From an optimization exercise on the open Yosys and OpenROAD flow, aimed at small area, a short achievable clock period and few clock cycles; shortcuts taken in it are not production practice. In this exercise RTL edits were held to simulation tests only and were not proved equivalent to the original. Power is estimated from default activity; no workload was simulated.

==> design.v <==
module fcsu (
    input  wire        clk,
    input  wire        rst,
    input  wire        h_valid,
    output wire        h_ready,
    input  wire        h_write,
    input  wire        h_word,
    input  wire [17:0] h_addr,
    input  wire [31:0] h_wdata,
    output wire        h_done,
    output wire [31:0] h_rdata,
    output reg         in_en,
    output reg         in_we,
    output reg  [3:0]  in_wmask,
    output reg  [11:0] in_addr,
    output reg  [31:0] in_wdata,
    input  wire [31:0] in_rdata,
    output reg         out_en,
    output reg         out_we,
    output reg  [3:0]  out_wmask,
    output reg  [11:0] out_addr,
    output reg  [31:0] out_wdata,
    input  wire [31:0] out_rdata
);
    localparam [3:0] ST_OK        = 4'h0;
    localparam [3:0] ST_EMPTY     = 4'h1;
    localparam [3:0] ST_LEN_MIS   = 4'h2;
    localparam [3:0] ST_UNK_ITEM  = 4'h3;
    localparam [3:0] ST_TRUNC     = 4'h4;
    localparam [3:0] ST_BAD_WIDTH = 4'h5;
    localparam [3:0] ST_TOO_LONG  = 4'h6;
    localparam [3:0] ST_INV_ARG   = 4'h7;
    localparam [3:0] ST_SMP_END   = 4'h8;
    localparam [3:0] ST_NOT_ARMED = 4'h9;
    localparam [3:0] ST_ILLEGAL   = 4'hA;
    localparam [3:0] S_IDLE = 4'd0;    
    localparam [3:0] S_RDB  = 4'd1;    
    localparam [3:0] S_ENC  = 4'd2;    
    localparam [3:0] S_DEC1 = 4'd3;    
    localparam [3:0] S_DEC2 = 4'd4;    
    localparam [3:0] S_NXW  = 4'd5;    
    localparam [3:0] S_NX2  = 4'd6;    
    localparam [3:0] S_ENC0 = 4'd7;    
    localparam [3:0] S_DIV  = 4'd8;    
    reg [3:0]  state;
    reg        mflag;      
    reg        rdv;        
    reg        el;         
    reg        rrg;        
    reg [5:0]  ra;         
    reg [1:0]  lane;       
    reg [31:0] type_r, item_r, tlen_r, hdr_r, width_r, soff_r, slen_r;
    reg [13:0] in_len;
    reg [13:0] out_len;
    reg [3:0]  status;
    reg [15:0] r_hdr;
    reg        r_esc;
    reg [15:0] r_c;        
    reg        m_t;
    reg        m_dec;
    reg        su_armed;
    reg [5:0]  su_width;
    reg [2:0]  su_bps;     
    reg [13:0] su_off;
    reg [13:0] su_count;
    reg [13:0] su_pos;
    reg [31:0] su_sample;
    reg [13:0] su_p;       
    reg        su_rv;      
    function known_item;
        input [15:0] c;
        begin
            known_item = (c == 16'h0000) || (c == 16'h0018) || (c == 16'h0020) ||
                         (c == 16'h0044) || (c == 16'h008A) || (c == 16'h00B8);
        end
    endfunction
    function [1:0] kind_of;
        input [2:0] t;
        begin
            if (!t[2])          kind_of = 2'd0;
            else if (t == 3'd4) kind_of = 2'd1;
            else if (t == 3'd5) kind_of = 2'd2;
            else                kind_of = 2'd3;
        end
    endfunction
    wire        idle    = (state == S_IDLE);
    wire        acc     = h_valid && idle;
    wire        a_reg   = (h_addr[17:8] == 10'd0);
    wire        a_in    = (h_addr[17:14] == 4'b0100) && (h_addr[13:0] < 14'd8196);
    wire        a_out   = (h_addr[17:14] == 4'b1000) && (h_addr[13:0] < 14'd8194);
    wire        a_inw   = (h_addr[17:14] == 4'b0100);
    wire        a_outw  = (h_addr[17:14] == 4'b1000);
    wire        a_fast  = (a_off == 6'h01) || (a_off == 6'h0A) ||
                          (a_off >= 6'h0B && a_off <= 6'h13) ||
                          (a_off == 6'h16) || (a_off == 6'h18);
    wire [5:0]  a_off   = h_addr[7:2];
    wire        legal   = (h_wdata[31:3] == 29'd0);
    wire [2:0]  opcode  = h_wdata[2:0];
    wire        wr_reg  = acc && h_write && a_reg;
    wire        cmd_go  = wr_reg && (a_off == 6'h00);
    wire        cmd_ok  = cmd_go && legal;
    wire        op_pack = cmd_ok && (opcode == 3'd1);
    wire        op_unp  = cmd_ok && (opcode == 3'd2);
    wire        op_ctrl = cmd_ok && (opcode == 3'd3);
    wire        op_data = cmd_ok && (opcode == 3'd4);
    wire        op_dec  = cmd_ok && (opcode == 3'd5);
    wire        op_strt = cmd_ok && (opcode == 3'd6);
    wire        op_next = cmd_ok && (opcode == 3'd7);
    wire        op_res  = cmd_ok && (opcode != 3'd0) && (opcode <= 3'd4);
    wire        in_wr   = acc && h_write && a_in;
    wire        len_wr  = wr_reg && (a_off == 6'h09);
    wire [31:0] wd = h_wdata & {32{~rst}};
    wire        pack_inv  = (type_r[31:3] != 29'd0) || tlen_r[31];
    wire        pack_esc  = type_r[2] && (tlen_r == 32'd8194);
    wire        pack_long = (tlen_r[31:13] != 19'd0);
    wire        pack_ok   = !pack_inv && (pack_esc || !pack_long);
    wire        up_ok   = (hdr_r[31:16] == 16'd0);
    wire        up_esc  = hdr_r[15] && (hdr_r[12:0] == 13'd0);
    wire        ctrl_inv  = (type_r[31:2] != 30'd0) || !known_item(item_r[15:0]) ||
                            (item_r[31:16] != 16'd0);
    wire        ctrl_long = (in_len > 14'd8187);
    wire        ctrl_ok   = !ctrl_inv && !ctrl_long;
    wire        data_inv  = (type_r[31:3] != 29'd0) || !type_r[2] ||
                            (!type_r[1] && in_len < 14'd2);
    wire        data_esc  = (in_len == 14'd8192);
    wire        data_long = !data_esc && (in_len > 14'd8189);
    wire        data_ok   = !data_inv && !data_long;
    wire        enc_dat   = idle ? (opcode != 3'd3) : mflag;
    wire [13:0] enc_total = in_len + {11'd0, !enc_dat, enc_dat, 1'b0};
    wire        enc_esc   = (opcode != 3'd3) && data_esc;
    wire [15:0] enc_word  = {type_r[2:0], enc_esc ? 13'd0 : enc_total[12:0]};
    wire        enc_ok    = (opcode == 3'd3) ? ctrl_ok : data_ok;
    wire        width_ok  = (width_r[31:6] == 26'd0) && (width_r[5:0] != 6'd0) &&
                            (width_r[5:0] <= 6'd32);
    wire [14:0] win_end   = {1'b0, soff_r[13:0]} + {1'b0, slen_r[13:0]};
    wire        win_bad   = (soff_r[31:14] != 18'd0) || (slen_r[31:14] != 18'd0) ||
                            (win_end > {1'b0, in_len});
    wire        start_ok  = width_ok && !win_bad;
    wire        start_div = (start_b == 2'd3);
    wire [5:0]  width_p7  = width_r[5:0] + 6'd7;
    wire [1:0]  start_b   = width_p7[4:3];           
    reg  [13:0] start_count;
    always @(*) begin
        case (start_b)
            2'd1:    start_count = slen_r[13:0];
            2'd2:    start_count = {1'b0, slen_r[13:1]};
            2'd3:    start_count = slen_r[13:0];    
            default: start_count = {2'b0, slen_r[13:2]};
        endcase
    end
    wire [1:0]  su_o    = su_p[1:0];
    wire        su_span = (su_bps[2] && su_o != 2'd0) ||
                          (su_bps == 3'd3 && su_o[1]) ||
                          (su_bps == 3'd2 && su_o == 2'd3);
    wire        su_oe4  = (su_bps[2] && su_o == 2'd0) ||
                          (su_bps == 3'd3 && su_o == 2'd1) ||
                          (su_bps == 3'd2 && su_o == 2'd2) ||
                          (su_bps == 3'd1 && su_o == 2'd3);
    wire        su_more = su_armed && (su_pos != su_count);
    wire        nx_slow = su_more && (!su_rv || su_span);
    wire [13:0] su_pn   = su_p + {11'd0, su_bps};
    wire [2:0]  rd_type   = m_t ? r_hdr[15:13] : 3'd0;
    wire [1:0]  rd_kind   = kind_of(rd_type);
    wire [15:0] rd_item   = (rd_type[2] && rd_type[1:0] != 2'd0) ? 16'd0 : r_c;
    wire [15:0] rd_seq    = (rd_type == 3'd5) ? r_c : 16'd0;
    wire [13:0] rd_declen = !m_t ? 14'd0 : r_esc ? 14'd8194 : {1'b0, r_hdr[12:0]};
    wire        rd_off4   = !(r_hdr[15] && r_hdr[14]);
    wire [2:0]  rd_boff   = !m_dec ? 3'd0 : rd_off4 ? 3'd4 : 3'd2;
    wire [13:0] rd_blen   = m_dec ? rd_declen - {11'd0, rd_boff} : 14'd0;
    reg [31:0] reg_rdata;
    always @(*) begin
        case (ra)
            6'h02: reg_rdata = type_r;
            6'h03: reg_rdata = item_r;
            6'h04: reg_rdata = tlen_r;
            6'h05: reg_rdata = hdr_r;
            6'h06: reg_rdata = width_r;
            6'h07: reg_rdata = soff_r;
            6'h08: reg_rdata = slen_r;
            6'h09: reg_rdata = {18'd0, in_len};
            6'h14: reg_rdata = {10'd0, su_width, 5'd0, su_bps, 7'd0, su_armed};
            6'h15: reg_rdata = {18'd0, su_off};
            6'h17: reg_rdata = {18'd0, su_pos};
            6'h19: reg_rdata = 32'h4643_5301;
            6'h1A: reg_rdata = 32'd8196;
            default: reg_rdata = 32'd0;
        endcase
    end
    wire [63:0] fd = 64'd1 << a_off;
    wire        f_c  = (fd[13] && !(rd_type[2] && rd_type[1:0] != 2'd0)) ||
                       (fd[14] && rd_type == 3'd5);
    wire        f_h  = fd[17] || (fd[18] && m_t && !r_esc);
    wire        f_dc = fd[18] && m_t && r_esc;
    wire [31:0] fast_rdata =
        ({32{fd[1]}}  & {28'd0, status}) |
        ({32{fd[10]}} & {18'd0, out_len}) |
        ({32{fd[11]}} & {30'd0, rd_kind}) |
        ({32{fd[12]}} & {29'd0, rd_type}) |
        ({32{f_c}}    & {16'd0, r_c}) |
        ({32{fd[15]}} & {29'd0, rd_boff}) |
        ({32{fd[16]}} & {18'd0, rd_blen}) |
        ({32{fd[17]}} & {16'd0, r_hdr[15:13], 13'd0}) |
        ({32{f_h}}    & {19'd0, r_hdr[12:0]}) |
        ({32{f_dc}}   & 32'd8194) |
        ({32{fd[19]}} & {31'd0, r_esc}) |
        ({32{fd[22]}} & {18'd0, su_count}) |
        ({32{fd[24]}} & su_sample);
    wire        rdb      = (state == S_RDB);
    wire [1:0]  rsel     = rdb ? lane : su_o;
    wire [63:0] rot2     = {in_rdata, in_rdata} >> {rsel, 3'b000};
    wire [31:0] rot      = rot2[31:0];
    wire [7:0]  out_byte = out_rdata[8*lane +: 8];
    wire        enc      = (state == S_ENC);
    wire [11:0] k        = out_len[11:0];
    wire [13:0] k_inc    = out_len + 14'd1;
    wire        enc_last = el;
    wire        el_next  = ({k_inc[11:0], mflag, 1'b0} >= in_len);
    wire        div      = (state == S_DIV);
    wire [2:0]  div_t    = {lane, su_count[13]};
    wire        div_q    = (div_t >= 3'd3);
    wire        div_last = (su_pos[3:0] == 4'd13);
    reg  slow_op;
    always @(*) begin
        case (opcode)
            3'd3:    slow_op = 1'b1;     
            3'd4:    slow_op = 1'b1;
            3'd5:    slow_op = 1'b1;
            3'd6:    slow_op = start_div;
            3'd7:    slow_op = nx_slow;
            default: slow_op = 1'b0;
        endcase
    end
    wire wr_slow   = h_write && (h_addr[17:16] == 2'd0) && (a_off == 6'h00) && slow_op;
    wire rd_slow   = !h_write && (!a_fast || (h_addr[17:13] != 5'd0));
    wire nx_look   = acc && h_write && (a_off == 6'h00) && (opcode == 3'd7);
    wire host_in   = acc && a_inw;
    wire host_sel  = idle && h_addr[16];     
    wire fast_done = acc && !wr_slow && !rd_slow;
    wire real_slow = (op_ctrl && ctrl_ok) || (op_data && data_ok) || op_dec ||
                     (op_next && nx_slow) || (op_strt && start_div);
    wire to_rdb    = acc && (rd_slow || (wr_slow && !real_slow));
    wire nx_step1  = (op_next && su_more && su_rv) || (state == S_NXW && su_rv);
    wire nx_step2  = (state == S_NX2);
    wire nx_fin    = (nx_step1 && !su_span) || nx_step2;
    wire su_fetch  = su_armed && !su_rv && ((idle && !h_addr[16]) || state == S_NXW);
    wire su_fetch2 = nx_look && su_more && su_rv && su_span;    
    wire su_fetch2r = (nx_step1 && su_span);
    reg done_c;
    always @(*) begin
        case (state)
            S_IDLE:  done_c = fast_done;
            S_RDB:   done_c = 1'b1;
            S_ENC:   done_c = enc_last;
            S_DEC2:  done_c = 1'b1;
            S_NXW:   done_c = su_rv && !su_span;
            S_NX2:   done_c = 1'b1;
            S_DIV:   done_c = div_last;
            default: done_c = 1'b0;
        endcase
    end
    assign h_ready = idle;
    assign h_done  = done_c;
    assign h_rdata = !rdb ? ((h_addr[12:8] == 5'd0) ? fast_rdata : 32'd0) :
                     rrg  ? reg_rdata :
                     {24'd0, rdv ? (mflag ? out_byte : rot[7:0]) : 8'd0};
    wire        eng_k    = enc || state == S_ENC0;
    wire [11:0] eng_base = eng_k ? k : su_p[13:2];
    wire        eng_inc  = enc ? mflag : (!eng_k && su_rv);
    reg  [11:0] eng_addr;
    integer b;
    always @(*) begin
        for (b = 0; b < 12; b = b + 1)
            eng_addr[b] = (state != S_DEC1) &&
                          (eng_base[b] ^ (eng_inc && ((eng_base & ((12'd1 << b) - 12'd1)) == ((12'd1 << b) - 12'd1))));
    end
    always @(*) begin
        in_en    = host_in || enc || state == S_ENC0 || state == S_DEC1 ||
                   su_fetch2 || su_fetch;
        in_we    = host_sel && h_write;
        in_wmask = h_word ? 4'hF : (4'b0001 << h_addr[1:0]);
        in_wdata = h_word ? h_wdata : {4{h_wdata[7:0]}};
        in_addr  = host_sel ? h_addr[13:2] : eng_addr;
    end
    always @(*) begin
        out_en    = 1'b0;
        out_we    = enc;
        out_wmask = 4'hF;
        out_addr  = enc ? k : h_addr[13:2];
        out_wdata[15:0]  = (mflag || k == 12'd0) ? r_c : in_rdata[15:0];
        out_wdata[31:16] = mflag ? in_rdata[15:0] : (k == 12'd0) ? item_r[15:0] : in_rdata[31:16];
        if (enc)
            out_en = 1'b1;
        else if (acc && !h_write && a_outw)
            out_en = 1'b1;
    end
    wire [15:0] dec_w    = in_rdata[15:0];
    wire [15:0] dec_c    = in_rdata[31:16];
    wire [2:0]  dec_t    = dec_w[15:13];
    wire        dec_esc  = dec_t[2] && (dec_w[12:0] == 13'd0);
    wire [13:0] dec_decl = dec_esc ? 14'd8194 : {1'b0, dec_w[12:0]};
    wire        dec_sub  = !(dec_t[2] && dec_t[1]);           
    wire        dec2     = (state == S_DEC2);
    wire        dec_empty = (in_len < 14'd2);
    wire        dec_lmis = (in_len != dec_decl);
    wire        dec_trnc = dec_sub && (in_len < 14'd4);
    wire        dec_unk  = dec_sub && (dec_t != 3'd5) && !known_item(dec_c);
    wire        dec_ok   = !dec_empty && !dec_lmis && !dec_trnc && !dec_unk;
    always @(posedge clk) begin
        if (rst) begin
            state <= S_IDLE;
        end else begin
            case (state)
                S_IDLE: begin
                    if (to_rdb)                     state <= S_RDB;
                    if (op_ctrl && ctrl_ok)         state <= S_ENC;
                    if (op_data && data_ok)         state <= S_ENC0;
                    if (op_dec)                     state <= S_DEC1;
                    if (op_next && su_more)
                        state <= !su_rv ? S_NXW : su_span ? S_NX2 : S_IDLE;
                    if (op_strt && start_div)       state <= S_DIV;
                end
                S_ENC0:  state <= S_ENC;
                S_ENC:   if (enc_last) state <= S_IDLE;
                S_DEC1:  state <= S_DEC2;
                S_NXW:   if (su_rv) state <= su_span ? S_NX2 : S_IDLE;
                S_DIV:   if (div_last) state <= S_IDLE;
                default: state <= S_IDLE;
            endcase
        end
    end
    always @(posedge clk) begin
        if (op_ctrl || op_data)
            el <= (opcode == 3'd3) ? (in_len == 14'd0) : (in_len <= 14'd2);
        else if (enc)
            el <= el_next;
        if (acc)
            mflag <= op_data || (!h_write && a_out);
        if (acc) begin
            rdv <= !h_write && (a_in || a_out);
            rrg <= !h_write && a_reg;
            ra  <= a_off;
        end
        if (acc || div)
            lane <= acc ? (h_addr[1:0] & {2{!h_write}}) : div_q ? div_t[1:0] - 2'd3 : div_t[1:0];
    end
    always @(posedge clk) begin
        if (rst || (wr_reg && a_off == 6'h02)) type_r  <= wd;
        if (rst || (wr_reg && a_off == 6'h03)) item_r  <= wd;
        if (rst || (wr_reg && a_off == 6'h04)) tlen_r  <= wd;
        if (rst || (wr_reg && a_off == 6'h05)) hdr_r   <= wd;
        if (rst || (wr_reg && a_off == 6'h06)) width_r <= wd;
        if (rst || (wr_reg && a_off == 6'h07)) soff_r  <= wd;
        if (rst || (wr_reg && a_off == 6'h08)) slen_r  <= wd;
        if (rst || (len_wr && h_wdata <= 32'd8196)) in_len <= wd[13:0];
    end
    always @(posedge clk) begin
        if (rst || op_ctrl || op_data || enc)
            out_len <= (rst || !enc) ? 14'd0 : enc_last ? enc_total : k_inc;
    end
    reg [3:0] st_nx;
    reg       st_ld;
    always @(*) begin
        st_ld = 1'b1;
        st_nx = ST_OK;
        if (cmd_go && !legal)
            st_nx = ST_ILLEGAL;
        else if (cmd_go) begin
            case (opcode)
                3'd1: st_nx = pack_inv ? ST_INV_ARG : pack_ok ? ST_OK : ST_TOO_LONG;
                3'd2: st_nx = up_ok ? ST_OK : ST_INV_ARG;
                3'd3: st_nx = ctrl_inv ? ST_INV_ARG : ctrl_long ? ST_TOO_LONG : ST_OK;
                3'd4: st_nx = data_inv ? ST_INV_ARG : data_long ? ST_TOO_LONG : ST_OK;
                3'd5: st_ld = 1'b0;
                3'd6: st_nx = !width_ok ? ST_BAD_WIDTH : win_bad ? ST_INV_ARG : ST_OK;
                3'd7: begin
                    st_nx = !su_armed ? ST_NOT_ARMED : ST_SMP_END;
                    st_ld = !su_more;
                end
                default: st_nx = ST_OK;
            endcase
        end else if (dec2)
            st_nx = dec_empty ? ST_EMPTY : dec_lmis ? ST_LEN_MIS :
                    dec_trnc ? ST_TRUNC : dec_unk ? ST_UNK_ITEM : ST_OK;
        else if (nx_fin)
            st_nx = ST_OK;
        else
            st_ld = 1'b0;
    end
    always @(posedge clk) begin
        if (rst || st_ld) status <= st_nx & {4{~rst}};
    end
    always @(posedge clk) begin
        if (rst || op_res || dec2) begin
            r_hdr <= 16'd0; r_esc <= 1'b0; m_t <= 1'b0; m_dec <= 1'b0;
            if (!rst) begin
                if (op_pack && pack_ok) begin
                    r_hdr <= {type_r[2:0], pack_esc ? 13'd0 : tlen_r[12:0]};
                    r_esc <= pack_esc;
                end
                if (op_unp && up_ok) begin
                    r_hdr <= hdr_r[15:0];
                    r_esc <= up_esc;
                    m_t   <= 1'b1;
                end
                if ((op_ctrl || op_data) && enc_ok) begin
                    r_hdr <= enc_word;
                    r_esc <= enc_esc;
                end
                if (dec2 && dec_ok) begin
                    r_hdr <= dec_w;
                    r_esc <= dec_esc;
                    m_t   <= 1'b1;
                    m_dec <= 1'b1;
                end
            end
        end
    end
    always @(posedge clk) begin
        if (rst || op_res || dec2 || enc) begin
            r_c <= 16'd0;
            if (!rst) begin
                if ((op_ctrl || op_data) && enc_ok)
                    r_c <= enc_word;
                if (dec2 && dec_ok && dec_sub)
                    r_c <= dec_c;
                if (enc && !enc_last)
                    r_c <= in_rdata[31:16];
            end
        end
    end
    wire su_dis = in_wr || len_wr;
    always @(posedge clk) begin
        if (rst || su_dis || op_strt)
            su_armed <= !rst && !su_dis && start_ok;
        if (rst || op_strt) begin
            su_width <= (start_ok && !rst) ? width_r[5:0] : 6'd0;
            su_bps   <= (start_ok && !rst) ? width_p7[5:3] : 3'd0;
            su_off   <= (start_ok && !rst) ? soff_r[13:0] : 14'd0;
            su_count <= (start_ok && !rst) ? start_count : 14'd0;
        end else if (div)
            su_count <= {su_count[12:0], div_q};
        if (rst || op_strt || nx_fin || div)
            su_pos <= (rst || op_strt || (div && div_last)) ? 14'd0 : su_pos + 14'd1;
        if (op_strt || nx_fin)
            su_p <= op_strt ? soff_r[13:0] : su_pn;
        if (rst || op_strt || su_fetch || in_en || (nx_fin && su_oe4))
            su_rv <= !rst && !op_strt && (su_fetch || su_fetch2r);
    end
    integer i;
    always @(posedge clk) begin
        for (i = 0; i < 4; i = i + 1) begin
            if (rst || op_strt || nx_step1 || (nx_step2 && i + su_o >= 4 && i < su_bps))
                su_sample[8*i +: 8] <= (!rst && !op_strt && i < su_bps &&
                                        (nx_step2 || i + su_o < 4)) ? rot[8*i +: 8] : 8'd0;
        end
    end
endmodule
==> flow/run.sh <==
#!/bin/bash
# The standard layout (the standard.sh: standard synthesis, floorplan,
# placement, CTS, routing), with changes to which cells are chosen only:
# - the port buffers are plain buf_2 cells instead of the delay buffer
#   buffer_ports picks by default;
# - timing repair may swap a cell for one of another footprint;
# - besides the platform's don't-use cells, the slow wide OR / NOR gates
#   (or4 or4b or4bb or3 or3b nor4 nor4b nor4bb) are not used, so that wide address decodes map to
#   NAND / NOR trees.
# ORFS's own logs stay under orfs/logs; the make output goes to standard.log.
set -euo pipefail
PLATFORM_DONT_USE="sky130_fd_sc_hd__probe_p_8 sky130_fd_sc_hd__probec_p_8 sky130_fd_sc_hd__lpflow_bleeder_1 sky130_fd_sc_hd__lpflow_clkbufkapwr_1 sky130_fd_sc_hd__lpflow_clkbufkapwr_16 sky130_fd_sc_hd__lpflow_clkbufkapwr_2 sky130_fd_sc_hd__lpflow_clkbufkapwr_4 sky130_fd_sc_hd__lpflow_clkbufkapwr_8 sky130_fd_sc_hd__lpflow_clkinvkapwr_1 sky130_fd_sc_hd__lpflow_clkinvkapwr_16 sky130_fd_sc_hd__lpflow_clkinvkapwr_2 sky130_fd_sc_hd__lpflow_clkinvkapwr_4 sky130_fd_sc_hd__lpflow_clkinvkapwr_8 sky130_fd_sc_hd__lpflow_decapkapwr_12 sky130_fd_sc_hd__lpflow_decapkapwr_3 sky130_fd_sc_hd__lpflow_decapkapwr_4 sky130_fd_sc_hd__lpflow_decapkapwr_6 sky130_fd_sc_hd__lpflow_decapkapwr_8 sky130_fd_sc_hd__lpflow_inputiso0n_1 sky130_fd_sc_hd__lpflow_inputiso0p_1 sky130_fd_sc_hd__lpflow_inputiso1n_1 sky130_fd_sc_hd__lpflow_inputiso1p_1 sky130_fd_sc_hd__lpflow_inputisolatch_1 sky130_fd_sc_hd__lpflow_isobufsrc_1 sky130_fd_sc_hd__lpflow_isobufsrc_16 sky130_fd_sc_hd__lpflow_isobufsrc_2 sky130_fd_sc_hd__lpflow_isobufsrc_4 sky130_fd_sc_hd__lpflow_isobufsrc_8 sky130_fd_sc_hd__lpflow_isobufsrckapwr_16 sky130_fd_sc_hd__lpflow_lsbuf_lh_hl_isowell_tap_1 sky130_fd_sc_hd__lpflow_lsbuf_lh_hl_isowell_tap_2 sky130_fd_sc_hd__lpflow_lsbuf_lh_hl_isowell_tap_4 sky130_fd_sc_hd__lpflow_lsbuf_lh_isowell_4 sky130_fd_sc_hd__lpflow_lsbuf_lh_isowell_tap_1 sky130_fd_sc_hd__lpflow_lsbuf_lh_isowell_tap_2 sky130_fd_sc_hd__lpflow_lsbuf_lh_isowell_tap_4 "
EXTRA_DONT_USE=" sky130_fd_sc_hd__or4_1 sky130_fd_sc_hd__or4_2 sky130_fd_sc_hd__or4_4 sky130_fd_sc_hd__or4b_1 sky130_fd_sc_hd__or4b_2 sky130_fd_sc_hd__or4b_4 sky130_fd_sc_hd__or4bb_1 sky130_fd_sc_hd__or4bb_2 sky130_fd_sc_hd__or4bb_4 sky130_fd_sc_hd__or3_1 sky130_fd_sc_hd__or3_2 sky130_fd_sc_hd__or3_4 sky130_fd_sc_hd__or3b_1 sky130_fd_sc_hd__or3b_2 sky130_fd_sc_hd__or3b_4 sky130_fd_sc_hd__nor4_1 sky130_fd_sc_hd__nor4_2 sky130_fd_sc_hd__nor4_4 sky130_fd_sc_hd__nor4b_1 sky130_fd_sc_hd__nor4b_2 sky130_fd_sc_hd__nor4b_4 sky130_fd_sc_hd__nor4bb_1 sky130_fd_sc_hd__nor4bb_2 sky130_fd_sc_hd__nor4bb_4"
bash standard.sh MATCH_CELL_FOOTPRINT=0 "BUFFER_PORTS_ARGS=-buffer_cell sky130_fd_sc_hd__buf_2" \
    "DONT_USE_CELLS=$PLATFORM_DONT_USE $EXTRA_DONT_USE" finish > standard.log 2>&1
==> standard.sh <==
#!/bin/bash
# synth_recipe.tcl (not shown) runs the flow's synth.tcl, then flattens the netlist and writes it again
# the make line also repeats each setting of config.mk as NAME=value (left out here)
make -C /OpenROAD-flow-scripts/flow DESIGN_CONFIG=/design/flow/config.mk WORK_HOME=/design/flow/orfs CLKGATE_MAP_FILE= SYNTH_SCRIPT=/design/flow/synth_recipe.tcl "${@:-finish}"
==> config.mk <==
export PLATFORM = sky130hd
export DESIGN_NAME = fcsu
export DESIGN_NICKNAME = fcsu
export VERILOG_FILES = /design/flow/design.v
export SDC_FILE = /design/flow/constraint.sdc
export NUM_CORES = 4
export LEC_CHECK = 0
export CAP_MARGIN = 20
export CORE_MARGIN = 2
export CORE_UTILIZATION = 50
export CTS_BUF_LIST = sky130_fd_sc_hd__clkbuf_8
export CTS_CLUSTER_DIAMETER = 60
export CTS_CLUSTER_SIZE = 10
export PLACE_DENSITY = 0.65
export SETUP_SLACK_MARGIN = 5.0
export SLEW_MARGIN = 20
==> constraint.sdc <==
create_clock -name core_clock -period 10.0 [get_ports {clk}]
set_input_delay 2.0000 -clock core_clock [delete_from_list [all_inputs] [get_ports {clk}]]
set_output_delay 2.0000 -clock core_clock [all_outputs]
set_load 0.01 [all_outputs]
==> impl_metrics.env, run 1 <==
export IMPL_cp_end_kind="output pin"
export IMPL_cpMaxStageDelayCell="a22oi_2"
export IMPL_cts_max_path_buffers=3
export IMPL_pwr_density_cell_mw_per_mm2=135
export IMPL_worst_ep_arrival_time_ps=3610
export IMPL_highest_count_cells_in_the_layout_ignoring_fill_and_taps="402 x edfxtp_1, 272 x nand2_1, 270 x nor2_1"
export IMPL_fin_skew_ps=35.7
export IMPL_number_of_buffers_added_by_the_clock_tree_synthesis_step=49
export IMPL_largest_net_degree_at_the_start_of_global_routing=52
export IMPL_fin_setup_tns_ps=0
export IMPL_cts_hold_buffers_added=0
export IMPL_routed_wire_length_per_instance_um=32.4
export IMPL_post_synthesis_adder_cell_area_fraction_pct=2.94
export IMPL_placeableCoreArea_mm2=0.0511
export IMPL_io_pin_count=253
export IMPL_vias_in_the_first_global_route=21600
export IMPL_synthFlopType="edfxtp_1"
export IMPL_cp_start_kind="input pin"
export IMPL_starting_density_pct=50.3
export IMPL_clk_sink_count=406
export IMPL_hold_violations=0
export IMPL_synth_compound_area_share_pct=14.5
export IMPL_floorplan_die_area_mm2=0.0532
export IMPL_num_rows=83
export IMPL_leakagePower_nw=11.6
export IMPL_synthesis_area_per_instance_um2=10.3
export IMPL_proportion_of_layout_cells_with_a_drive_suffix_above_1_pct=23.0
export IMPL_final_min_period_over_clock_period_pct=56.1
export IMPL_critPathMaxFanout=8
export IMPL_mostFrequentLayoutCell="edfxtp_1"
export IMPL_critPathLaunch="h_addr[3]"
export IMPL_vdd_ir_max_mv=0.155
export IMPL_yosys_mux_area_fraction_pct=9.07
export IMPL_dp_hpwl_mm=82.3
export IMPL_timing_setup_critical_path_class="in -> out"
export IMPL_power_total_w=0.00403
export IMPL_smallest_hold_slack_ps=679
export IMPL_grt_total_ovfl=0
export IMPL_setup_repair_after_global_routing_missed_its_margin="yes"
export IMPL_global_route_wire_length_before_repair_mm=156
export IMPL_post_layout_nonfiller_instances=3461
export IMPL_drt_pass1_iterations=8
export IMPL_cpPeakStageDelay_ps=270
export IMPL_antenna_found_initial=10
export IMPL_worst_pin_slew_ps=1180
export IMPL_reg_to_reg_critical_path_startpoint="soff_r[1]$_DFFE_PP_"
export IMPL_final_net_count=2939
export IMPL_crit_path_cell_trace="buf_12 -> nor2b_4 -> nand2_2 -> o22ai_2 -> a22oi_2 -> buf_4 -> nor2_4 -> buf_12 -> a221oi_4 -> o221ai_2 -> buf_2"
export IMPL_worst_hold_startpoint="hdr_r[14]$_DFFE_PP_"
export IMPL_fill_cells=4407
export IMPL_post_synth_num_cell_types=93
export IMPL_layout_min_cycle_time_ps=5610
export IMPL_drt_iter0_markers=3909
export IMPL_timing_critical_path_required_ps=8000
export IMPL_clock_insertion_delay_worst_skew_ps=690
export IMPL_ant_nets=0
export IMPL_htree_levels=2
export IMPL_die_width_um=231
export IMPL_tritoncts="yes"
export IMPL_min_delay_path_class="reg -> reg"
export IMPL_status="timing/DRC/antenna clean"
export IMPL_vias=23600
export IMPL_finalSetupViolCount=0
export IMPL_drcViolationCount=0
export IMPL_ff_latch_count_synth=406
export IMPL_synth_edf_count=402
export IMPL_root_buffer_cell="clkbuf_8"
export IMPL_global_route_usage_over_all_layers_pct=41.1
export IMPL_cts_reportedPaths_clkPinSlew_ps=80
export IMPL_max_cap_viol_count=0
export IMPL_synthesis_area_mm2=0.0257
export IMPL_asyncSetResetFlopFracSynth_pct=0
export IMPL_io_buffer_count=248
export IMPL_layout_area_overhead_vs_synth_pct=16.2
export IMPL_timing_critical_path_mode_cell="buf_12"
export IMPL_viasPerCell=6.82
export IMPL_timing_final_max_slew_violations=0
export IMPL_synth_xor_area_share_pct=3.48
export IMPL_weighted_congestion_at_the_end_of_routability_driven_global_placement=1.01
export IMPL_die_y_um=231
export IMPL_synthSimpleGateAreaFrac_pct=18.7
export IMPL_timing_reg2reg_setup_slack_ps=5290
export IMPL_synth_yosys_warnings=1
export IMPL_syn_instance_count=2497
export IMPL_ys_seq_area_share_pct=47.3
export IMPL_combinational_family_with_the_most_area_after_synthesis="simple AND/OR/NAND/NOR gates"
export IMPL_dpl_cell_count=3300
export IMPL_worst_slew_margin_rel_pct=21.1
export IMPL_detail_route_wirelength_mm=112
export IMPL_max_freq_ghz=0.178
## stage by stage
step	utilization, %	instance area (um2)	setup WS, ps
2_1_floorplan	-	26000	4660
3_3_place_gp	54.0	27600	3880
3_5_place_dp	54.0	27600	3840
4_1_cts	57.5	29400	4460
5_1_grt	58.4	29800	4330
6_report	58.4	29800	4390
## cells in the mapped netlist, drive strengths merged (31+ instances only)
master	number	share of area [%]
nand2b	31	0.78
xnor2	72	2.5
nor2b	72	1.8
mux4	40	3.5
buf	65	1.5
a22o	50	1.7
a221oi	40	1.4
nand4	45	1.2
nand3	83	1.6
and2	47	1.1
ha	54	2.6
edfxtp	402	47
a21oi	109	2.1
clkbuf	104	1.5
mux2i	111	4.3
o21ai	123	2.4
inv	64	0.94
and3	38	0.94
nand2	279	4.1
nor3	55	1.2
nor2	291	4.4
## kinds of logic after synthesis
kind of cell	count (synthesis)
AO/OA/AOI/OAI	531
other	1
buffers and inverters	234
flip-flops	406
AND/OR/NAND/NOR	986
XOR/XNOR	102
multiplexers	179
adder cells (fa/ha/maj)	58
## layer usage
metal  global-route usage (%)  share of wire, %
met2                     62.2                43
met4                     19.6               5.8
met3                     10.5                14
met1                     55.4                37
met5                        0             0.035
## worst paths after layout
| path | cells after the start | endpoint |
|---|---|---|
| setup / recovery | 11 | h_rdata[7] |
| hold / removal | 2 | r_hdr[14]$_SDFFCE_PP0P_ |
| setup reg to reg | 18 | su_width[2]$_SDFFCE_PN0N_ |
| hold reg to reg | 2 | r_hdr[14]$_SDFFCE_PP0P_ |
## critical path: cells and delay by family
kind	cells	cell delay (ps)
simple gates	3	260
compound gates	4	710
buf+inv	4	630
## layout make-up
type / instances / area (um2) / share of cell area [%]
clock buffer: 50 / 688 / 2.31
sequential: 406 / 12200 / 40.7
tap: 680 / 851 / 2.85
inverter: 65 / 256 / 0.859
multi-input combinational: 1864 / 13200 / 44.2
clock inverter: 13 / 97.6 / 0.327
timing repair buffer: 376 / 2580 / 8.63
antenna: 7 / 17.5 / 0.0587
## what timing repair did
| action | in CTS | in global routing |
|---|---|---|
| gates cloned | 5 | 2 |
| gates resized for setup | 131 | 40 |
| setup buffers | 58 | 26 |
| pin swaps | 36 | 30 |
| endpoints found under the setup margin | 102 | 113 |
## sequential cells by signal, indices dropped and copies added, names as in the netlist, 2 cells and up
signal	flops
su_sample	32
type_r	32
su_count	14
su_off	14
su_p	14
ra	6
r_c	16
lane	2
su_bps	3
width_r	32
hdr_r	32
soff_r	32
su_width	6
slen_r	32
state	4
item_r	32
in_len	14
status	4
r_hdr	16
tlen_r	32
su_pos	14
out_len	14
## report_power, final
| group | switching, W | total (W) | internal [W] |
|---|---|---|---|
| clock | 0.000636 | 0.00110 | 0.000461 |
| combinational | 0.000478 | 0.000776 | 0.000297 |
| sequential | 0.000163 | 0.00216 | 0.00200 |
| total | 0.00128 | 0.00403 | 0.00275 |
Testbench counts, summed over its fixed seeds: cycles 126,101.
==> run 2, diff against run 1 <==
--- a/config.mk
+++ b/config.mk
@@ -12,5 +12,5 @@
 export CTS_CLUSTER_DIAMETER = 60
 export CTS_CLUSTER_SIZE = 10
 export PLACE_DENSITY = 0.65
-export SETUP_SLACK_MARGIN = 5.0
+export SETUP_SLACK_MARGIN = 4.0
 export SLEW_MARGIN = 20
==> impl_metrics.env, run 2 <==
export IMPL_fin_skew_ps=51.8
export IMPL_htree_levels=2
export IMPL_worst_ep_arrival_time_ps=3960
export IMPL_synthesis_area_mm2=0.0257
export IMPL_leakagePower_nw=11.0
export IMPL_die_width_um=231
export IMPL_post_synth_main_area_contributors="edfxtp_1 47%, mux2i_1 4.3%, nor2_1 4.2%"
export IMPL_pwr_density_cell_mw_per_mm2=143
export IMPL_post_dp_cell_area_mm2=0.0274
export IMPL_max_cap_viol_count=0
export IMPL_io_pin_count=253
export IMPL_die_y_um=231
export IMPL_cts_reportedPaths_clkPinSlew_ps=70
export IMPL_synthesis_area_per_instance_um2=10.3
export IMPL_detail_route_wirelength_mm=110
export IMPL_placeableCoreArea_mm2=0.0511
export IMPL_final_net_count=2858
export IMPL_vias=23000
export IMPL_vias_in_the_first_global_route=21200
export IMPL_worst_slew_margin_rel_pct=19.7
export IMPL_cts_hold_buffers_added=0
export IMPL_routed_wire_length_per_instance_um=32.6
export IMPL_proportion_of_layout_cells_with_a_drive_suffix_above_1_pct=17.8
export IMPL_timing_setup_critical_path_class="in -> out"
export IMPL_cp_end_kind="output pin"
export IMPL_drcViolationCount=0
export IMPL_post_synth_num_cell_types=93
export IMPL_post_place_ws_ps=3670
export IMPL_postLayoutCoreUtil_pct=55.6
export IMPL_layout_min_cycle_time_ps=5960
export IMPL_floorplan_die_area_mm2=0.0532
export IMPL_ys_seq_area_share_pct=47.3
export IMPL_largest_net_degree_at_the_start_of_global_routing=52
export IMPL_viasPerCell=6.82
export IMPL_hold_violations=0
export IMPL_timing_final_max_slew_violations=0
export IMPL_dp_hpwl_mm=83.7
export IMPL_asyncSetResetFlopFracSynth_pct=0
export IMPL_synth_largest_area_cell="edfxtp_1"
export IMPL_synth_edf_count=402
export IMPL_mostFrequentLayoutCell="edfxtp_1"
export IMPL_highest_count_cells_in_the_layout_ignoring_fill_and_taps="402 x edfxtp_1, 281 x nor2_1, 278 x nand2_1"
export IMPL_synth_yosys_warnings=1
export IMPL_layout_area_overhead_vs_synth_pct=10.6
export IMPL_final_min_period_over_clock_period_pct=59.6
export IMPL_critPathMaxFanout=13
export IMPL_setup_repair_after_global_routing_missed_its_margin="yes"
export IMPL_drt_pass1_iterations=9
export IMPL_grt_total_ovfl=0
export IMPL_worst_pin_slew_ps=1200
export IMPL_num_rows=83
export IMPL_clock_insertion_delay_worst_skew_ps=680
export IMPL_synth_largest_type_area_fraction_pct=47.0
export IMPL_cts_max_path_buffers=3
export IMPL_power_total_w=0.00406
export IMPL_tritoncts="yes"
export IMPL_antenna_found_initial=9
export IMPL_finalSetupViolCount=0
export IMPL_global_route_usage_over_all_layers_pct=40.5
export IMPL_starting_density_pct=50.3
export IMPL_cp_start_kind="input pin"
export IMPL_fill_cells=4544
export IMPL_yosysMostFrequentCell="edfxtp_1"
export IMPL_final_worst_setup_slack_ps=4040
export IMPL_fin_setup_tns_ps=0
export IMPL_syn_instance_count=2497
export IMPL_vdd_ir_max_mv=0.119
export IMPL_ff_latch_count_synth=406
export IMPL_drt_iter0_markers=4133
export IMPL_global_route_wire_length_before_repair_mm=154
export IMPL_ant_nets=0
export IMPL_min_delay_path_class="reg -> reg"
export IMPL_max_freq_ghz=0.168
export IMPL_layout_cell_area_non_filler_mm2=0.0284
export IMPL_synth_commonest_cells="402 x edfxtp_1, 284 x nor2_1, 278 x nand2_1, 123 x o21ai_0, 110 x mux2i_1"
export IMPL_timing_critical_path_required_ps=8000
export IMPL_synthFlopType="edfxtp_1"
export IMPL_weighted_congestion_at_the_end_of_routability_driven_global_placement=1.02
export IMPL_number_of_buffers_added_by_the_clock_tree_synthesis_step=50
export IMPL_clk_sink_count=406
export IMPL_status="timing/DRC/antenna clean"
export IMPL_io_buffer_count=248
export IMPL_root_buffer_cell="clkbuf_8"
run 2: routing by layer:
metal,GRT usage (%),vias to the layer above,wire (um)
li1,-,9685,-
met4,18.3,10,6250
met1,54.2,11200,41200
met2,62.0,1799,48000
met5,0,-,75
met3,10.7,339,14500
run 2: kinds of logic after synthesis:
family / after synthesis / share of synthesized area (%)
other cells: 1 / 0.0146
xor+xnor: 102 / 3.48
flops: 406 / 47.3
compound gates: 531 / 14.5
buf+inv: 234 / 3.99
mux: 179 / 9.07
simple gates: 986 / 18.7
fa+ha+maj: 58 / 2.94
run 2: cell type report:
type	instances	area, um2	share of cell area [%]
multi-input cells	1860	12700	44.5
well taps	680	851	2.99
repair buffers	298	1630	5.75
flip-flops and latches	406	12200	42.8
diodes	2	5.00	0.0176
clock buffers	50	688	2.42
clock inverters	17	186	0.656
inverters	65	244	0.859
run 2: per-stage QoR:
| step | hold WS [ps] | instances |
|---|---|---|
| 3_3_place_gp | 668 | 3304 |
| 3_5_place_dp | 667 | 3305 |
| 4_1_cts | 684 | 3372 |
| 2_1_floorplan | 544 | 2500 |
| 6_report | 699 | 3378 |
| 5_1_grt | 735 | 3376 |
run 2: where the power goes:
part | total [W] | switching (W) | internal, W | leakage, nW
combinational | 0.000719 | 0.000455 | 0.000264 | 6.56
clock | 0.00118 | 0.000643 | 0.000541 | 0.465
sequential | 0.00216 | 0.000160 | 0.00200 | 3.98
run 2: final timing paths:
kind / from / endpoint / slack [ps] / cells past startpoint
worst max-delay path: h_addr[7] / h_rdata[1] / 4040 / 9
worst min-delay path: width_r[1]$_DFFE_PP_ / su_width[1]$_SDFFCE_PN0N_ / 700 / 1
worst max register to register: soff_r[1]$_DFFE_PP_ / su_count[6]$_DFFE_PP_ / 4570 / 17
worst min register to register: width_r[1]$_DFFE_PP_ / su_width[1]$_SDFFCE_PN0N_ / 700 / 1
run 2: timing repair:
item                       in CTS  in global routing
setup endpoints to repair      14                 15
resized for setup               8                  9
pin swaps                       0                  2
buffers inserted                0                  4
run 2: critical path: stages:
cell and delay, ps:
buf_2 260, nand2b_1 330, nor3_4 90, and2_2 300
nand2_1 100, o21ai_0 100, a2111oi_2 370, o221ai_1 200
buf_2 200
==> run 3, diff against run 2 <==
--- a/config.mk
+++ b/config.mk
@@ -12,5 +12,5 @@
 export CTS_CLUSTER_DIAMETER = 60
 export CTS_CLUSTER_SIZE = 10
 export PLACE_DENSITY = 0.65
-export SETUP_SLACK_MARGIN = 4.0
+export SETUP_SLACK_MARGIN = 4.7
 export SLEW_MARGIN = 20
==> impl_metrics.env, run 3 <==
export IMPL_post_synth_main_area_contributors="edfxtp_1 47%, mux2i_1 4.3%, nor2_1 4.2%"
export IMPL_io_buffer_count=248
export IMPL_detail_route_wirelength_mm=111
export IMPL_worst_hold_startpoint="hdr_r[13]$_DFFE_PP_"
export IMPL_clk_sink_count=406
export IMPL_ys_seq_area_share_pct=47.3
export IMPL_mostFrequentLayoutCell="edfxtp_1"
export IMPL_worstRegToRegCells=18
export IMPL_yosys_mux_area_fraction_pct=9.07
export IMPL_fin_setup_tns_ps=0
export IMPL_synthesis_area_per_instance_um2=10.3
export IMPL_leakagePower_nw=11.4
export IMPL_cts_max_path_buffers=3
export IMPL_post_synth_num_cell_types=93
export IMPL_layout_area_overhead_vs_synth_pct=14.6
export IMPL_drt_iter0_markers=3375
export IMPL_vias=23300
export IMPL_synth_yosys_warnings=1
export IMPL_die_width_um=231
export IMPL_grt_total_ovfl=0
export IMPL_synthesis_area_mm2=0.0257
export IMPL_critPathLaunch="h_addr[7]"
export IMPL_timing_final_max_slew_violations=0
export IMPL_fin_skew_ps=26.1
export IMPL_ant_nets=0
export IMPL_synth_edf_count=402
export IMPL_postLayoutCoreUtil_pct=57.6
export IMPL_proportion_of_layout_cells_with_a_drive_suffix_above_1_pct=21.6
export IMPL_final_min_period_over_clock_period_pct=56.4
export IMPL_weighted_congestion_at_the_end_of_routability_driven_global_placement=1.00
export IMPL_number_of_buffers_added_by_the_clock_tree_synthesis_step=51
export IMPL_critPathMaxFanout=12
export IMPL_routed_wl_met3_mm=14.2
export IMPL_num_rows=83
export IMPL_floorplan_die_area_mm2=0.0532
export IMPL_vdd_ir_max_mv=0.129
export IMPL_timing_critical_path_required_ps=8000
export IMPL_pwr_density_cell_mw_per_mm2=139
export IMPL_hold_depth=2
export IMPL_post_place_ws_ps=3760
export IMPL_layout_cell_area_non_filler_mm2=0.0294
export IMPL_clock_insertion_delay_worst_skew_ps=690
export IMPL_rr_endpoint="su_width[1]$_SDFFCE_PN0N_"
export IMPL_cp_end_kind="output pin"
export IMPL_reg_to_reg_critical_path_startpoint="soff_r[1]$_DFFE_PP_"
export IMPL_max_cap_viol_count=0
export IMPL_combinational_family_with_the_most_area_after_synthesis="simple AND/OR/NAND/NOR gates"
export IMPL_layout_min_cycle_time_ps=5640
export IMPL_post_synthesis_adder_cell_area_fraction_pct=2.94
export IMPL_asyncSetResetFlopFracSynth_pct=0
export IMPL_tritoncts="yes"
export IMPL_synthFlopType="edfxtp_1"
export IMPL_synth_commonest_cells="402 x edfxtp_1, 284 x nor2_1, 278 x nand2_1, 123 x o21ai_0, 110 x mux2i_1"
export IMPL_timing_reg2reg_setup_slack_ps=4950
export IMPL_highest_signal_layer_in_the_routed_design="met5"
export IMPL_starting_density_pct=50.3
export IMPL_ff_latch_count_synth=406
export IMPL_viasPerCell=6.79
export IMPL_synth_largest_type_area_fraction_pct=47.0
export IMPL_global_route_wire_length_before_repair_mm=155
export IMPL_cp_start_kind="input pin"
export IMPL_io_pin_count=253
export IMPL_timing_setup_critical_path_class="in -> out"
export IMPL_post_dp_cell_area_mm2=0.0275
export IMPL_detail_route_wirelength_met1_mm=41.1
export IMPL_finalSetupViolCount=0
export IMPL_worst_slew_margin_rel_pct=30.5
export IMPL_routed_wire_length_per_instance_um=32.4
export IMPL_hold_violations=0
export IMPL_synthSimpleGateAreaFrac_pct=18.7
export IMPL_antenna_found_initial=12
export IMPL_smallest_hold_slack_ps=668
export IMPL_final_worst_setup_slack_ps=4360
export IMPL_global_route_usage_over_all_layers_pct=40.9
export IMPL_syn_instance_count=2497
export IMPL_vias_in_the_first_global_route=21600
export IMPL_worstHoldEndpoint="r_hdr[13]$_SDFFCE_PP0P_"
export IMPL_worst_ep_arrival_time_ps=3640
export IMPL_placeableCoreArea_mm2=0.0511
export IMPL_htree_levels=2
export IMPL_max_freq_ghz=0.177
export IMPL_die_y_um=231
export IMPL_synth_xor_area_share_pct=3.48
export IMPL_dp_hpwl_mm=83.6
export IMPL_cts_reportedPaths_clkPinSlew_ps=80
export IMPL_yosysMostFrequentCell="edfxtp_1"
export IMPL_highest_count_cells_in_the_layout_ignoring_fill_and_taps="402 x edfxtp_1, 274 x nand2_1, 274 x nor2_1"
export IMPL_min_delay_path_class="reg -> reg"
export IMPL_root_buffer_cell="clkbuf_8"
export IMPL_drt_pass1_iterations=7
export IMPL_drcViolationCount=0
export IMPL_final_net_count=2901
export IMPL_largest_net_degree_at_the_start_of_global_routing=52
export IMPL_met2WireLength_mm=49.0
export IMPL_setup_repair_after_global_routing_missed_its_margin="yes"
export IMPL_synth_largest_area_cell="edfxtp_1"
export IMPL_worst_pin_slew_ps=1040
export IMPL_synth_compound_area_share_pct=14.5
export IMPL_status="timing/DRC/antenna clean"
-- run 3: through the flow --
step,power [W],cells
after floorplan,0.00255,2500
after global placement,0.00286,3301
after detailed placement,0.00287,3301
after CTS,0.00406,3409
after global routing,0.00420,3422
final,0.00410,3426
-- run 3: repair_timing --
item / CTS / global route
cloned: 2 / 0
resized for setup: 122 / 35
buffers inserted: 36 / 12
setup endpoints to repair: 58 / 80
pin swaps: 46 / 23
hold buffers: 0 / 0
-- run 3: logic make-up (layout without fill, tap and decap cells) --
family          Yosys count  after routing
simple gates            986            988
other cells               1              9
compound gates          531            531
xor+xnor                102            102
flops                   406            406
mux                     179            179
fa+ha+maj                58             58
buf+inv                 234            473
-- run 3: final cells by class --
class | count | area (um2)
fill | 4501 | 21700
multi-input combinational | 1862 | 13100
sequential | 406 | 12200
timing repair buffer | 338 | 2200
tap | 680 | 851
clock buffer | 51 | 702
inverter | 65 | 256
clock inverter | 19 | 193
antenna | 5 | 12.5
-- run 3: how the worst max path moves through the flow --
stage / endpoint / cells past startpoint
2_1_floorplan: h_rdata[6] / 9
3_3_place_gp: h_rdata[21] / 7
3_5_place_dp: h_rdata[17] / 7
4_1_cts: h_rdata[8] / 10
5_1_grt: h_rdata[5] / 10
6_report: h_rdata[6] / 11
-- run 3: routing by layer --
metal	vias up	global-route usage (%)
li1	9780	-
met1	11300	53.9
met2	1781	62.4
met3	340	10.4
met4	16	20.9
met5	-	0
-- run 3: critical path, cell delays in order --
cell and delay (ps):
buf_12 90, nand2b_4 140, buf_12 110, buf_12 100, nor2_4 40, buf_12 140
a222oi_1 290, a21boi_2 230, a31oi_1 110, a211o_1 240, buf_2 150
-- run 3: power by group --
group / total (W) / internal [W] / switching (W)
sequential: 0.00216 / 0.00200 / 0.000162
clock: 0.00120 / 0.000549 / 0.000650
combinational: 0.000745 / 0.000283 / 0.000462
total: 0.00410 / 0.00283 / 0.00127
==> run 4, diff against run 3 <==
--- a/config.mk
+++ b/config.mk
@@ -12,5 +12,5 @@
 export CTS_CLUSTER_DIAMETER = 60
 export CTS_CLUSTER_SIZE = 10
 export PLACE_DENSITY = 0.65
-export SETUP_SLACK_MARGIN = 4.7
+export SETUP_SLACK_MARGIN = 4.5
 export SLEW_MARGIN = 20
==> impl_metrics.env, run 4 <==
export IMPL_final_min_period_over_clock_period_pct=56.0
export IMPL_crit_path_cell_trace="buf_12 -> nor2_4 -> nand2_4 -> buf_4 -> nor2_2 -> a22o_1 -> a221oi_2 -> a31oi_4 -> a21o_1 -> buf_2"
export IMPL_post_synth_main_area_contributors="edfxtp_1 47%, mux2i_1 4.3%, nor2_1 4.2%"
export IMPL_asyncSetResetFlopFracSynth_pct=0
export IMPL_largest_net_degree_at_the_start_of_global_routing=52
export IMPL_global_route_usage_met3_pct=10.4
export IMPL_worst_pin_slew_ps=1070
export IMPL_floorplan_die_area_mm2=0.0532
export IMPL_cts_reportedPaths_clkPinSlew_ps=80
export IMPL_vias_in_the_first_global_route=21600
export IMPL_io_buffer_count=248
export IMPL_timing_setup_critical_path_class="in -> out"
export IMPL_status="timing/DRC/antenna clean"
export IMPL_ys_seq_area_share_pct=47.3
export IMPL_dp_hpwl_mm=82.7
export IMPL_synthesis_area_mm2=0.0257
export IMPL_worst_ep_arrival_time_ps=3600
export IMPL_cts_max_path_buffers=3
export IMPL_routed_wire_length_per_instance_um=32.2
export IMPL_drt_iter0_markers=3376
export IMPL_detail_route_wirelength_mm=111
export IMPL_weighted_congestion_at_the_end_of_routability_driven_global_placement=1.04
export IMPL_timing_reg2reg_setup_slack_ps=4780
export IMPL_tritoncts="yes"
export IMPL_synthesis_area_per_instance_um2=10.3
export IMPL_clock_insertion_delay_worst_skew_ps=690
export IMPL_cp_end_kind="output pin"
export IMPL_highest_count_cells_in_the_layout_ignoring_fill_and_taps="402 x edfxtp_1, 273 x nand2_1, 273 x nor2_1"
export IMPL_top_usage_layer="met2"
export IMPL_global_route_wire_length_before_repair_mm=153
export IMPL_die_width_um=231
export IMPL_synth_edf_count=402
export IMPL_worst_setup_path_endpoint="h_rdata[12]"
export IMPL_fin_skew_ps=45.6
export IMPL_proportion_of_layout_cells_with_a_drive_suffix_above_1_pct=21.4
export IMPL_cpPeakStageDelay_ps=340
export IMPL_global_route_usage_over_all_layers_pct=40.3
export IMPL_grt_total_ovfl=0
export IMPL_htree_levels=2
export IMPL_max_freq_ghz=0.179
export IMPL_cpMaxStageDelayCell="nor2_2"
export IMPL_synth_commonest_cells="402 x edfxtp_1, 284 x nor2_1, 278 x nand2_1, 123 x o21ai_0, 110 x mux2i_1"
export IMPL_critical_path_top_delay_family="simple AND/OR/NAND/NOR gates"
export IMPL_io_pin_count=253
export IMPL_vdd_ir_max_mv=0.110
export IMPL_starting_density_pct=50.3
export IMPL_fin_setup_tns_ps=0
export IMPL_critPathMaxFanout=7
export IMPL_vias=23300
export IMPL_hold_violations=0
export IMPL_finalSetupViolCount=0
export IMPL_num_rows=83
export IMPL_drt_pass1_iterations=10
export IMPL_leakagePower_nw=11.5
export IMPL_viasPerCell=6.78
export IMPL_mostFrequentLayoutCell="edfxtp_1"
export IMPL_timing_final_max_slew_violations=0
export IMPL_setup_repair_after_global_routing_missed_its_margin="yes"
export IMPL_global_route_usage_met2_pct=61.4
export IMPL_dpl_cell_count=3301
export IMPL_post_synth_num_cell_types=93
export IMPL_pwr_density_cell_mw_per_mm2=138
export IMPL_cp_buffers_inverters=3
export IMPL_final_net_count=2907
export IMPL_timing_critical_path_required_ps=8000
export IMPL_synth_yosys_warnings=1
export IMPL_power_total_w=0.00405
export IMPL_synth_largest_area_cell="edfxtp_1"
export IMPL_die_y_um=231
export IMPL_postLayoutCoreUtil_pct=57.6
export IMPL_ant_nets=0
export IMPL_placeableCoreArea_mm2=0.0511
export IMPL_max_cap_viol_count=0
export IMPL_worstRegToRegCells=16
export IMPL_min_delay_path_class="reg -> reg"
export IMPL_rr_endpoint="su_count[4]$_DFFE_PP_"
export IMPL_critPathLaunch="h_addr[6]"
export IMPL_synth_largest_type_area_fraction_pct=47.0
export IMPL_reg_to_reg_critical_path_startpoint="soff_r[2]$_DFFE_PP_"
export IMPL_ff_latch_count_synth=406
export IMPL_use_met1_pct=52.8
export IMPL_path_depth=10
export IMPL_cp_start_kind="input pin"
export IMPL_layout_min_cycle_time_ps=5600
export IMPL_syn_instance_count=2497
export IMPL_worst_slew_margin_rel_pct=28.5
export IMPL_number_of_buffers_added_by_the_clock_tree_synthesis_step=50
export IMPL_clk_sink_count=406
export IMPL_layout_area_overhead_vs_synth_pct=14.5
export IMPL_yosysMostFrequentCell="edfxtp_1"
export IMPL_antenna_found_initial=5
export IMPL_root_buffer_cell="clkbuf_8"
export IMPL_post_layout_nonfiller_instances=3434
export IMPL_synthFlopType="edfxtp_1"
export IMPL_drcViolationCount=0
-- run 4: cell count changes in the layout (fill, tap and decap cells not counted), moves of 4 or more --
cell	change
buf_12	-4
buf_4	+6
nor2_4	+4
inv_1	+7
-- run 4: power by group --
group	total (W)	internal [W]	switching, W
clock network	0.00114	0.000493	0.000644
logic	0.000753	0.000283	0.000470
registers	0.00216	0.00200	0.000160
-- run 4: layout make-up --
type | count | area [um2]
Multi-Input combinational cell | 1862 | 13100
Tap cell | 680 | 851
Inverter | 65 | 249
Clock buffer | 50 | 688
Antenna cell | 2 | 5.00
Timing Repair Buffer | 345 | 2220
Fill cell | 4488 | 21700
Sequential cell | 406 | 12200
Clock inverter | 24 | 168
-- run 4: metrics by stage --
step / setup WS [ps] / area (um2) / hold slack [ps]
floorplan: 4510 / 25700 / 544
global placement: 3700 / 27400 / 661
CTS: 4420 / 29000 / 681
global route: 4360 / 29400 / 721
detailed placement: 3710 / 27400 / 661
finish: 4400 / 29400 / 691
-- run 4: cells by family (layout without fill, tap and decap cells) --
kind of cell    Yosys count  count (layout)  synth area share (%)
simple gates            986             988                  18.7
compound gates          531             531                  14.5
flops                   406             406                  47.3
buf+inv                 234             484                  3.99
mux                     179             179                  9.07
xor+xnor                102             102                  3.48
fa+ha+maj                58              58                  2.94
other cells               1               6                0.0146
-- run 4: worst min-delay path by stage --
| stage | depth (start not counted) | slack, ps | start | to |
|---|---|---|---|---|
| final | 2 | 690 | hdr_r[13]$_DFFE_PP_ | r_hdr[13]$_SDFFCE_PP0P_ |
| after global routing | 1 | 720 | width_r[1]$_DFFE_PP_ | su_width[1]$_SDFFCE_PN0N_ |
| after CTS | 2 | 680 | hdr_r[13]$_DFFE_PP_ | r_hdr[13]$_SDFFCE_PP0P_ |
| after detailed placement | 2 | 660 | hdr_r[13]$_DFFE_PP_ | r_hdr[13]$_SDFFCE_PP0P_ |
| after global placement | 2 | 660 | hdr_r[13]$_DFFE_PP_ | r_hdr[13]$_SDFFCE_PP0P_ |
| after floorplan | 1 | 540 | type_r[0]$_DFFE_PP_ | r_hdr[13]$_SDFFCE_PP0P_ |
-- run 4: worst reg2reg max path: cells and delay by family, from the launching register on --
| family | cells | cell delay, ps |
|---|---|---|
| AO/OA/AOI/OAI | 11 | 2910 |
| XOR/XNOR | 1 | 150 |
| adder cells (fa/ha/maj) | 2 | 720 |
| flip-flops | 1 | 600 |
| AND/OR/NAND/NOR | 2 | 670 |
-- run 4: repair_timing --
| item | 4_1_cts | 5_1_grt |
|---|---|---|
| endpoints found under the hold margin | 0 | 0 |
| hold buffers | 0 | 0 |
| pin swaps | 32 | 50 |
| gates cloned | 3 | 2 |
| endpoints found under the setup margin | 34 | 79 |
| setup buffers | 32 | 20 |
| gates resized for setup | 106 | 64 |
-- run 4: metal layers --
| metal | vias to the layer above | wire length (um) |
|---|---|---|
| met5 | - | 38 |
| met4 | 6 | 7390 |
| met3 | 407 | 14300 |
| met2 | 1770 | 47900 |
| met1 | 11300 | 41100 |
| li1 | 9794 | - |
==> run 5, diff against run 4 <==
--- a/config.mk
+++ b/config.mk
@@ -7,10 +7,10 @@
 export LEC_CHECK = 0
 export CAP_MARGIN = 20
 export CORE_MARGIN = 2
-export CORE_UTILIZATION = 50
+export CORE_UTILIZATION = 55
 export CTS_BUF_LIST = sky130_fd_sc_hd__clkbuf_8
 export CTS_CLUSTER_DIAMETER = 60
 export CTS_CLUSTER_SIZE = 10
-export PLACE_DENSITY = 0.65
+export PLACE_DENSITY = 0.75
 export SETUP_SLACK_MARGIN = 4.5
 export SLEW_MARGIN = 20
==> impl_metrics.env, run 5 <==
export IMPL_critPathMaxFanout=6
export IMPL_root_buffer_cell="clkbuf_8"
export IMPL_io_pin_count=253
export IMPL_number_of_buffers_added_by_the_clock_tree_synthesis_step=51
export IMPL_synth_largest_area_cell="edfxtp_1"
export IMPL_placeableCoreArea_mm2=0.0464
export IMPL_ant_nets=0
export IMPL_grt_total_ovfl=0
export IMPL_cp_start_kind="input pin"
export IMPL_antenna_found_initial=7
export IMPL_finalSetupViolCount=0
export IMPL_detail_route_wirelength_mm=114
export IMPL_cp_end_kind="output pin"
export IMPL_hold_violations=0
export IMPL_io_buffer_count=248
export IMPL_postLayoutCoreUtil_pct=64.0
export IMPL_cts_max_path_buffers=3
export IMPL_fin_setup_tns_ps=0
export IMPL_synth_edf_count=402
export IMPL_max_cap_viol_count=0
export IMPL_worst_slew_margin_rel_pct=27.4
export IMPL_synth_xor_area_share_pct=3.48
export IMPL_post_synth_num_cell_types=93
export IMPL_rr_endpoint="su_count[2]$_DFFE_PP_"
export IMPL_synthesis_area_mm2=0.0257
export IMPL_synth_largest_type_area_fraction_pct=47.0
export IMPL_layout_area_overhead_vs_synth_pct=15.5
export IMPL_htree_levels=2
export IMPL_final_net_count=2924
export IMPL_setup_repair_after_global_routing_missed_its_margin="yes"
export IMPL_min_delay_path_class="reg -> reg"
export IMPL_leakagePower_nw=11.6
export IMPL_yosys_mux_area_fraction_pct=9.07
export IMPL_yosysMostFrequentCell="edfxtp_1"
export IMPL_viasPerCell=7.09
export IMPL_pwr_density_cell_mw_per_mm2=138
export IMPL_proportion_of_layout_cells_with_a_drive_suffix_above_1_pct=22.3
export IMPL_clk_sink_count=406
export IMPL_weighted_congestion_at_the_end_of_routability_driven_global_placement=1.06
export IMPL_post_place_ws_ps=3690
export IMPL_num_rows=79
export IMPL_smallest_hold_slack_ps=736
export IMPL_drt_pass1_iterations=13
export IMPL_combinational_family_with_the_most_area_after_synthesis="simple AND/OR/NAND/NOR gates"
export IMPL_timing_final_max_slew_violations=0
export IMPL_synth_commonest_cells="402 x edfxtp_1, 284 x nor2_1, 278 x nand2_1, 123 x o21ai_0, 110 x mux2i_1"
export IMPL_ff_latch_count_synth=406
export IMPL_cts_reportedPaths_clkPinSlew_ps=70
export IMPL_synthSimpleGateAreaFrac_pct=18.7
export IMPL_synthesis_area_per_instance_um2=10.3
export IMPL_ys_seq_area_share_pct=47.3
export IMPL_global_route_wire_length_before_repair_mm=156
export IMPL_syn_instance_count=2497
export IMPL_timing_critical_path_required_ps=8000
export IMPL_final_min_period_over_clock_period_pct=62.4
export IMPL_fin_skew_ps=65.9
export IMPL_dp_hpwl_mm=83.4
export IMPL_clock_insertion_delay_worst_skew_ps=710
export IMPL_timing_reg2reg_setup_slack_ps=4810
export IMPL_vdd_ir_max_mv=0.126
export IMPL_mostFrequentLayoutCell="edfxtp_1"
export IMPL_reg_to_reg_critical_path_startpoint="soff_r[1]$_DFFE_PP_"
export IMPL_layout_min_cycle_time_ps=6240
export IMPL_worst_pin_slew_ps=1090
export IMPL_asyncSetResetFlopFracSynth_pct=0
export IMPL_worst_ep_arrival_time_ps=4240
export IMPL_drt_iter0_markers=3952
export IMPL_synth_yosys_warnings=1
export IMPL_worst_hold_startpoint="tlen_r[8]$_DFFE_PP_"
export IMPL_status="timing/DRC/antenna clean"
export IMPL_die_width_um=220
export IMPL_largest_net_degree_at_the_start_of_global_routing=52
export IMPL_vias=24000
export IMPL_worstHoldEndpoint="r_hdr[8]$_SDFFCE_PP0P_"
export IMPL_floorplan_die_area_mm2=0.0484
export IMPL_die_y_um=220
export IMPL_post_synthesis_adder_cell_area_fraction_pct=2.94
export IMPL_routed_wire_length_per_instance_um=33.7
export IMPL_timing_setup_critical_path_class="in -> out"
export IMPL_max_freq_ghz=0.160
export IMPL_drcViolationCount=0
export IMPL_worstRegToRegCells=17
export IMPL_tritoncts="yes"
export IMPL_final_worst_setup_slack_ps=3760
export IMPL_vias_in_the_first_global_route=22000
export IMPL_starting_density_pct=55.4
export IMPL_post_synth_main_area_contributors="edfxtp_1 47%, mux2i_1 4.3%, nor2_1 4.2%"
export IMPL_hold_depth=2
export IMPL_synthFlopType="edfxtp_1"
export IMPL_global_route_usage_over_all_layers_pct=45.8
export IMPL_synth_compound_area_share_pct=14.5
export IMPL_highest_count_cells_in_the_layout_ignoring_fill_and_taps="402 x edfxtp_1, 274 x nor2_1, 270 x nand2_1"
[run 5: cell counts after synthesis]
Identical to the previous run, type by type.
[run 5: critical path: stages]
cell and delay [ps]:
buf_16 130, inv_8 70, nor2_4 50, nand2_2 110, nor2_4 80, buf_12 140, buf_6 110, a222oi_1 860
nand2_1 170, a221oi_2 250, o21ai_1 120, buf_2 150
[run 5: layer usage]
layer / vias up / global-route usage (%) / wire length, um
li1: 9851 / - / -
met1: 11500 / 59.1 / 40100
met2: 2184 / 67.8 / 48300
met3: 452 / 14.9 / 17300
met4: 6 / 26.7 / 7900
met5: - / 0 / 173
[run 5: repair_timing]
| action | 4_1_cts | 5_1_grt |
|---|---|---|
| setup endpoints to repair | 59 | 89 |
| hold buffers | 0 | 0 |
| pin swaps | 35 | 42 |
| gates cloned | 4 | 3 |
| gates resized for setup | 128 | 65 |
| buffers inserted | 48 | 20 |
[run 5: power by group]
group | switching, W | internal [W]
clock | 0.000654 | 0.000512
sequential | 0.000163 | 0.00200
combinational | 0.000483 | 0.000288
[run 5: area by class of cell]
class	count	area, um2
fill	3709	16700
multi-input combinational	1862	13100
sequential	406	12200
timing repair buffer	361	2470
tap	607	759
clock buffer	52	716
inverter	65	251
clock inverter	21	160
antenna	6	15.0
[run 5: how the worst max path moves through the flow]
stage	endpoint	startpoint	cells after the start	slack [ps]
floorplan	h_rdata[3]	h_addr[6]	9	4510
global placement	h_rdata[8]	h_addr[7]	8	3630
detailed placement	h_rdata[8]	h_addr[7]	8	3690
CTS	h_rdata[6]	h_addr[7]	10	4380
global route	h_rdata[13]	h_addr[5]	12	3800
finish	h_rdata[13]	h_addr[5]	12	3760
[run 5: stage by stage]
step	area (um2)	total power (W)	instances
floorplan	25700	0.00254	2500
global placement	27300	0.00286	3226
detailed placement	27300	0.00288	3226
CTS	29100	0.00403	3351
global route	29600	0.00419	3374
finish	29700	0.00410	3380
[run 5: kinds of logic after synthesis]
kind of cell / count (synthesis)
and+or+nand+nor: 986
AOI/OAI and AO/OA: 531
DFF: 406
buffers and inverters: 234
muxes: 179
xor gates and xnor gates: 102
adders and majority gates: 58
other: 1

-- separate check: timing with driven ports --
The results above use ideal ports. As a check the final layouts listed here were re-extracted and re-timed, cells and wires unchanged.
Step 1: set_driving_cell puts a clkbuf_16 on clk and a buf_2 on each other input, an assumption about the parent block.
Step 2 times the ports against the registers' clock, not the clock port: input delays grow and output delays shrink by t, the midpoint of the rising clock arrivals with the driver on.
Slacks: ideal / step 1 / step 2; pairs: ideal / step 1.
| run | t (ns) | slack for setup (ns) | hold WS [ns] | worst data-port slew with drivers (ns) |
|---|---|---|---|---|
| run 1 | 0.727 | 4.387 / 4.327 / 4.327 | 0.679 / 0.679 / 0.679 | 0.11 |
| run 2 | 0.713 | 4.043 / 4.022 / 4.022 | 0.699 / 0.699 / 0.699 | 0.06 |
| run 3 | 0.739 | 4.362 / 4.287 / 4.287 | 0.668 / 0.668 / 0.668 | 0.10 |
| run 4 | 0.720 | 4.398 / 4.331 / 4.331 | 0.691 / 0.691 / 0.691 | 0.09 |
| run 5 | 0.734 | 3.763 / 3.659 / 3.659 | 0.736 / 0.736 / 0.736 | 0.14 |
After both steps setup and hold are still met in every run listed. For run 5, which loses most, drivers alone change the setup slack by -0.104 ns; drivers and shift together by -0.104 ns.
